Source: an optimization exercise on an open RTL-to-GDS flow (aim: small area, a short achievable clock period and few clock cycles per item). Production flows keep margins and buffers that such runs may drop.
Function was checked by simulation only, so behaviour that the tests miss may differ from the original.

==> inputs of run B <==
// eq_biquad3
module eq_biquad3 (
    input  wire        clk,
    input  wire        rst,         
    input  wire        coef_we,
    input  wire [3:0]  coef_addr,
    input  wire [31:0] coef_wdata,
    input  wire        clear,
    input  wire        in_valid,
    output reg         in_ready,
    input  wire [31:0] in_data,
    output reg         out_valid,
    output reg  [31:0] out_data
);
Settings: LEC_CHECK=0, CAP_MARGIN=50, CORE_MARGIN=2, CORE_UTILIZATION=55, PLACE_DENSITY=0.72, SLEW_MARGIN=60; clock period 22.0 ns.
run.sh (not shown) runs the stock make flow with config.mk's settings and CLKGATE_MAP_FILE= SYNTH_SCRIPT=/design/flow/synth_recipe.tcl, a recipe that flattens the netlist after the stock synthesis.
==> inputs of run K, as changes to run B <==
--- a/flow/design.v
+++ b/flow/design.v
@@ -20,26 +20,26 @@
     wire b_nan  = eb_m & ~fb_z;
     wire is_nan  = a_nan | b_nan | (a_inf & b_zero) | (b_inf & a_zero);
     wire is_inf  = a_inf | b_inf;
     wire is_zero = a_zero | b_zero | (a_sub & b_sub);
     wire [23:0] ma = {ha, a[22:0]};
     wire [23:0] mb = {hb, b[22:0]};
-    reg [4:0] la, lb;
+    wire [23:0] msub = ha ? mb : ma;
+    reg  [4:0]  lz;
     integer i;
     always @(*) begin
-        la = 5'd23;
-        lb = 5'd23;
-        for (i = 0; i < 24; i = i + 1) begin
-            if (ma[i]) la = 5'd23 - i[4:0];
-            if (mb[i]) lb = 5'd23 - i[4:0];
-        end
+        lz = 5'd24;
+        for (i = 0; i < 24; i = i + 1)
+            if (msub[i]) lz = 5'd23 - i[4:0];
     end
-    wire [5:0]  L  = {1'b0, la} + {1'b0, lb};
+    wire [5:0]  L  = {1'b0, lz};
     wire signed [10:0] e0 = {3'b000, a[30:23]} + {3'b000, b[30:23]} + {10'd0, ~ha} + {10'd0, ~hb} - 11'sd126;
     wire signed [10:0] e1 = e0 - $signed({5'd0, L});
     wire signed [10:0] e1m = e1 - 11'sd1;
+    wire signed [10:0] Ls  = $signed({5'd0, L});
+    wire signed [10:0] e0o = e0 - 11'sd255;
     wire [10:0] rsh = 11'sd1 - e0;
     reg  [29:0] q0_r, q1_r, q2_r, q3_r;
     reg  [5:0]  L_r, L1_r;
     reg  [7:0]  e1_r, e1m_r;
     reg         n1_r, n2_r, o1_r, o2_r;
     reg         e0pos_r;
@@ -52,16 +52,16 @@
         q2_r    <= ma * mb[17:12];
         q3_r    <= ma * mb[23:18];
         L_r     <= (L > 6'd24) ? 6'd24 : L;
         L1_r    <= (L > 6'd24) ? 6'd25 : L + 6'd1;
         e1_r    <= e1[7:0];
         e1m_r   <= e1m[7:0];
-        n1_r    <= (e1 >= 11'sd1);
-        n2_r    <= (e1 >= 11'sd2);
-        o1_r    <= (e1 >= 11'sd255);
-        o2_r    <= (e1 >= 11'sd256);
+        n1_r    <= (e0 > Ls);               
+        n2_r    <= (e0 > Ls + 11'sd1);      
+        o1_r    <= (e0o >= Ls);             
+        o2_r    <= (e0o > Ls);              
         e0pos_r <= (e0 >= 11'sd1);
         e0m1_r  <= e0[4:0] - 5'd1;
         shr1_r  <= (e0 >= 11'sd1) ? 5'd0 : (rsh > 11'd31) ? 5'd31 : rsh[4:0];
         s_r     <= a[31] ^ b[31];
         cls_r   <= is_nan ? 2'd3 : is_inf ? 2'd2 : is_zero ? 2'd1 : 2'd0;
     end
@@ -230,27 +230,25 @@
     reg [31:0] xr;        
     reg [31:0] dr;        
     reg [31:0] ob;        
     reg        ob_h;      
     reg [31:0] cr;        
     reg        cr_h;      
-    reg [31:0] mr;        
+    reg [31:0] br;        
     reg [31:0] p1r;       
     reg [31:0] p2r;       
-    reg [31:0] tr;        
     reg        w_en;
     reg [3:0]  w_addr;
     reg [31:0] w_data;
     reg        rst_d, clr_d;
     reg [3:0]  ph;
     reg        va, vb;    
     reg        xfull;     
     reg        xbusy;     
     reg [31:0] ar;        
-    reg        sel_bt;    
-    reg        sel_sub;
+    reg        sel_sub;   
     wire busy   = va | vb;
     wire rdy    = ~(xfull | xbusy);
     wire accept = in_valid & rdy;
     wire       wrap    = busy & (ph == 4'd14);
     wire       start   = busy ? (wrap & (xfull | accept)) : accept;
     wire       va_next = clear ? 1'b0 : (wrap | ~busy) ? start : va;
@@ -289,20 +287,22 @@
                       (ph_next == 4'd3)};   
     wire [31:0] ar_next = ({32{sa[0]}} & s1[0]) | ({32{sa[1]}} & s1[1]) |
                           ({32{sa[2]}} & s1[2]) | ({32{sa[3]}} & s2[0]) |
                           ({32{sa[4]}} & s2[1]) | ({32{sa[5]}} & s2[2]) |
                           ({32{sa[6]}} & p1r)   | ({32{sa[7]}} & p2r);
     wire [31:0] add_a = ar;
-    wire [31:0] add_b = sel_bt ? tr : mr;
+    wire        b_add = (ph == 4'd3) | (ph == 4'd13);
+    wire        b_p2  = (ph == 4'd9) | (ph == 4'd10);
+    wire [31:0] br_next = b_add ? add_y : b_p2 ? p2r : mul_y;
+    wire [31:0] add_b = br;
     wire [31:0] add_y;
     fp32_add u_add (.clk(clk), .a(add_a), .b(add_b), .sub(sel_sub), .y(add_y));
     wire wr_d   = (ph == 4'd2) | (ph == 4'd5) | (ph == 4'd11);
-    wire wr_t   = (ph == 4'd3) | (ph == 4'd8) | (ph == 4'd13);
+    wire wr_t   = (ph == 4'd8);     
     wire wr_p1  = (ph == 4'd3) | (ph == 4'd6) | (ph == 4'd12);
-    wire wr_p2  = (ph == 4'd4) | (ph == 4'd10) | (ph == 4'd13);
-    wire wr_m   = ~(wr_p1 | wr_p2 | (ph == 4'd10));
+    wire wr_p2  = (ph == 4'd4) | (ph == 4'd9) | (ph == 4'd10) | (ph == 4'd13);
     wire wr_s20 = va & (ph == 4'd14);
     wire wr_s21 = vb & (ph == 4'd4);
     wire wr_s22 = vb & (ph == 4'd10);
     wire wr_s10 = vb & (ph == 4'd1);
     wire wr_s11 = vb & (ph == 4'd6);
     wire wr_s12 = vb & (ph == 4'd12);
@@ -352,20 +352,18 @@
         if (zap | wr_s20) s2[0] <= zap ? 32'd0 : add_y;
         if (zap | wr_s21) s2[1] <= zap ? 32'd0 : add_y;
         if (zap | wr_s22) s2[2] <= zap ? 32'd0 : add_y;
         if (rdy) xr <= in_data;
         if (wr_d)   dr <= add_y;
         out_data <= dr;      
-        if (wr_t)   tr <= add_y;
-        if (wr_m)   mr <= mul_y;
+        br <= br_next;
         if (wr_p1)  p1r <= mul_y;
-        if (wr_p2)  p2r <= mul_y;
+        if (wr_p2 | wr_t) p2r <= wr_t ? add_y : mul_y;
         ob   <= ob_next;
         ob_h <= |ob_next[30:23];
         ar       <= ar_next;
-        sel_bt   <= (ph_next == 4'd4) | (ph_next == 4'd10) | (ph_next == 4'd14);
         sel_sub  <= (ph_next == 4'd1) | (ph_next == 4'd6) | (ph_next == 4'd11) |
                     (ph_next == 4'd2) | (ph_next == 4'd8) | (ph_next == 4'd12);
         if (rst) begin
             ph        <= 4'd0;
             va        <= 1'b0;
             vb        <= 1'b0;
Settings changed: CORE_UTILIZATION 55 to 62, CTS_BUF_LIST from default to sky130_fd_sc_hd__clkbuf_8, PLACE_DENSITY 0.72 to 0.78.
==> inputs of run H, as changes to run B <==
--- a/flow/design.v
+++ b/flow/design.v
@@ -35,25 +35,24 @@
     end
     wire [5:0]  L  = {1'b0, la} + {1'b0, lb};
     wire signed [10:0] e0 = {3'b000, a[30:23]} + {3'b000, b[30:23]} + {10'd0, ~ha} + {10'd0, ~hb} - 11'sd126;
     wire signed [10:0] e1 = e0 - $signed({5'd0, L});
     wire signed [10:0] e1m = e1 - 11'sd1;
     wire [10:0] rsh = 11'sd1 - e0;
-    reg  [29:0] q0_r, q1_r, q2_r, q3_r;
+    reg  [31:0] q0_r, q1_r, q2_r;
     reg  [5:0]  L_r, L1_r;
     reg  [7:0]  e1_r, e1m_r;
     reg         n1_r, n2_r, o1_r, o2_r;
     reg         e0pos_r;
     reg  [4:0]  e0m1_r, shr1_r;
     reg         s_r;
     reg  [1:0]  cls_r;    
     always @(posedge clk) begin
-        q0_r    <= ma * mb[5:0];
-        q1_r    <= ma * mb[11:6];
-        q2_r    <= ma * mb[17:12];
-        q3_r    <= ma * mb[23:18];
+        q0_r    <= ma * mb[7:0];
+        q1_r    <= ma * mb[15:8];
+        q2_r    <= ma * mb[23:16];
         L_r     <= (L > 6'd24) ? 6'd24 : L;
         L1_r    <= (L > 6'd24) ? 6'd25 : L + 6'd1;
         e1_r    <= e1[7:0];
         e1m_r   <= e1m[7:0];
         n1_r    <= (e1 >= 11'sd1);
         n2_r    <= (e1 >= 11'sd2);
@@ -62,13 +61,13 @@
         e0pos_r <= (e0 >= 11'sd1);
         e0m1_r  <= e0[4:0] - 5'd1;
         shr1_r  <= (e0 >= 11'sd1) ? 5'd0 : (rsh > 11'd31) ? 5'd31 : rsh[4:0];
         s_r     <= a[31] ^ b[31];
         cls_r   <= is_nan ? 2'd3 : is_inf ? 2'd2 : is_zero ? 2'd1 : 2'd0;
     end
-    wire [47:0] prod = {q3_r, 18'd0} + {6'd0, q2_r, 12'd0} + {12'd0, q1_r, 6'd0} + {18'd0, q0_r};
+    wire [47:0] prod = {q2_r, 16'd0} + {8'd0, q1_r, 8'd0} + {16'd0, q0_r};
     wire [24:0] ptop = prod[47:23];
     wire        top  = ptop[5'd24 - L_r[4:0]];    
     wire        norm = top ? n1_r : n2_r;
     wire [4:0]  shl  = norm ? (top ? L_r[4:0] : L1_r[4:0]) : (e0pos_r ? e0m1_r : 5'd0);
     reg  [47:0] p2_r;
     reg  [4:0]  shl_r, shr_r;
@@ -219,13 +218,13 @@
     input  wire [31:0] coef_wdata,
     input  wire        clear,
     input  wire        in_valid,
     output reg         in_ready,
     input  wire [31:0] in_data,
     output reg         out_valid,
-    output reg  [31:0] out_data
+    output wire [31:0] out_data
 );
     reg [31:0] coef [0:14];
     reg [31:0] s1 [0:2];
     reg [31:0] s2 [0:2];
     reg [31:0] xr;        
     reg [31:0] dr;        
@@ -242,18 +241,18 @@
     reg [31:0] w_data;
     reg        rst_d, clr_d;
     reg [3:0]  ph;
     reg        va, vb;    
     reg        xfull;     
     reg        xbusy;     
-    reg [31:0] ar;        
+    reg [7:0]  sel_a;     
     reg        sel_bt;    
     reg        sel_sub;
     wire busy   = va | vb;
-    wire rdy    = ~(xfull | xbusy);
-    wire accept = in_valid & rdy;
+    wire accept = in_valid & in_ready;    
+    assign out_data = dr;
     wire       wrap    = busy & (ph == 4'd14);
     wire       start   = busy ? (wrap & (xfull | accept)) : accept;
     wire       va_next = clear ? 1'b0 : (wrap | ~busy) ? start : va;
     wire       vb_next = clear ? 1'b0 : wrap ? va : vb;
     wire [3:0] ph_next = (busy & ~wrap) ? ph + 4'd1 : 4'd0;
     function [3:0] cidx;
@@ -276,25 +275,16 @@
             default: cidx = 4'd9;  
         endcase
     endfunction
     wire [3:0] cnext = (busy & ~wrap) ? cidx(ph + 4'd1) : 4'd0;
     wire [31:0] mul_y;
     fp32_mul u_mul (.clk(clk), .a(cr), .ha(cr_h), .b(ob), .hb(ob_h), .y(mul_y));
-    wire [7:0]  sa = {(ph_next == 4'd2) | (ph_next == 4'd8) | (ph_next == 4'd12),    
-                      (ph_next == 4'd1) | (ph_next == 4'd6) | (ph_next == 4'd11),    
-                      (ph_next == 4'd10),   
-                      (ph_next == 4'd4),    
-                      (ph_next == 4'd14),   
-                      (ph_next == 4'd0),    
-                      (ph_next == 4'd9),    
-                      (ph_next == 4'd3)};   
-    wire [31:0] ar_next = ({32{sa[0]}} & s1[0]) | ({32{sa[1]}} & s1[1]) |
-                          ({32{sa[2]}} & s1[2]) | ({32{sa[3]}} & s2[0]) |
-                          ({32{sa[4]}} & s2[1]) | ({32{sa[5]}} & s2[2]) |
-                          ({32{sa[6]}} & p1r)   | ({32{sa[7]}} & p2r);
-    wire [31:0] add_a = ar;
+    wire [31:0] add_a = ({32{sel_a[0]}} & s1[0]) | ({32{sel_a[1]}} & s1[1]) |
+                        ({32{sel_a[2]}} & s1[2]) | ({32{sel_a[3]}} & s2[0]) |
+                        ({32{sel_a[4]}} & s2[1]) | ({32{sel_a[5]}} & s2[2]) |
+                        ({32{sel_a[6]}} & p1r)   | ({32{sel_a[7]}} & p2r);
     wire [31:0] add_b = sel_bt ? tr : mr;
     wire [31:0] add_y;
     fp32_add u_add (.clk(clk), .a(add_a), .b(add_b), .sub(sel_sub), .y(add_y));
     wire wr_d   = (ph == 4'd2) | (ph == 4'd5) | (ph == 4'd11);
     wire wr_t   = (ph == 4'd3) | (ph == 4'd8) | (ph == 4'd13);
     wire wr_p1  = (ph == 4'd3) | (ph == 4'd6) | (ph == 4'd12);
@@ -330,13 +320,13 @@
         endcase
     endfunction
     wire xfull_next = start ? 1'b0 : (accept | xfull);
     wire xbusy_next = start ? 1'b1 : (xbusy & ~(va & (ph == 4'd8)));
     wire [31:0] cr_next = rst_d ? coef_rst(4'd0) :
                           (w_en && w_addr == cnext) ? w_data : coef[cnext];
-    wire [31:0] ob_next = ob_add ? add_y : ux_next ? (rdy ? in_data : xr) : dr;
+    wire [31:0] ob_next = ob_add ? add_y : ux_next ? (in_ready ? in_data : xr) : dr;
     integer k;
     always @(posedge clk) begin
         w_en   <= coef_we & ~rst & (coef_addr != 4'd15);
         w_addr <= coef_addr;
         w_data <= coef_wdata;
         rst_d  <= rst;
@@ -349,22 +339,28 @@
         if (zap | wr_s10) s1[0] <= zap ? 32'd0 : add_y;
         if (zap | wr_s11) s1[1] <= zap ? 32'd0 : add_y;
         if (zap | wr_s12) s1[2] <= zap ? 32'd0 : add_y;
         if (zap | wr_s20) s2[0] <= zap ? 32'd0 : add_y;
         if (zap | wr_s21) s2[1] <= zap ? 32'd0 : add_y;
         if (zap | wr_s22) s2[2] <= zap ? 32'd0 : add_y;
-        if (rdy) xr <= in_data;
+        if (in_ready) xr <= in_data;
         if (wr_d)   dr <= add_y;
-        out_data <= dr;      
         if (wr_t)   tr <= add_y;
         if (wr_m)   mr <= mul_y;
         if (wr_p1)  p1r <= mul_y;
         if (wr_p2)  p2r <= mul_y;
         ob   <= ob_next;
         ob_h <= |ob_next[30:23];
-        ar       <= ar_next;
+        sel_a[0] <= (ph_next == 4'd3);
+        sel_a[1] <= (ph_next == 4'd9);
+        sel_a[2] <= (ph_next == 4'd0);
+        sel_a[3] <= (ph_next == 4'd14);
+        sel_a[4] <= (ph_next == 4'd4);
+        sel_a[5] <= (ph_next == 4'd10);
+        sel_a[6] <= (ph_next == 4'd1) | (ph_next == 4'd6) | (ph_next == 4'd11);
+        sel_a[7] <= (ph_next == 4'd2) | (ph_next == 4'd8) | (ph_next == 4'd12);
         sel_bt   <= (ph_next == 4'd4) | (ph_next == 4'd10) | (ph_next == 4'd14);
         sel_sub  <= (ph_next == 4'd1) | (ph_next == 4'd6) | (ph_next == 4'd11) |
                     (ph_next == 4'd2) | (ph_next == 4'd8) | (ph_next == 4'd12);
         if (rst) begin
             ph        <= 4'd0;
             va        <= 1'b0;
Settings changed: CAP_MARGIN 50 to 20, CORE_UTILIZATION 55 to 40, PLACE_DENSITY 0.72 to 0.6, SLEW_MARGIN 60 to 20.
==> notes.md <==
Non-clock buffer count, highest first: run K, run B, run H. In run K the wire length is larger than in run H, by about 2%. The lowest fmax belongs to run H, the highest to run B. Final cell count, highest first: run H, run B, run K.
Testbench counts of run B, summed over its fixed seeds: cycles 123,328, items 8,192.
Testbench counts of run K, summed over its fixed seeds: cycles 123,328, items 8,192.
Testbench counts of run H, summed over its fixed seeds: cycles 123,328, items 8,192.

[port drivers added, routing unchanged]
No port has a modelled driver above. Below, the same layouts with a new extraction and two added sets of constraints.
Step 1 sets driving cells, clkbuf_16 on the clock port and buf_2 on the other inputs (assumed; they add their load-dependent delay and slew).
Step 2, shift: input delay + t, output delay - t, t = (earliest + latest rising clock arrival at the registers) / 2. This alone moves slack from input paths to output paths.
a / b / c = no drivers / after step 1 / after step 2; a / b = the first two.
run | t, ns | setup slack, ns | latest minus earliest clock arrival (ns)
run B | 0.867 | 15.716 / 15.716 / 15.320 | 0.089 / 0.089
run K | 1.039 | 15.366 / 15.287 / 15.261 | 0.071 / 0.072
run H | 0.873 | 14.455 / 14.455 / 14.455 | 0.081 / 0.081
After both steps setup and hold are still met in every run listed. For run B, which loses most, drivers alone change the setup slack by 0.000 ns; drivers and shift together by -0.396 ns.
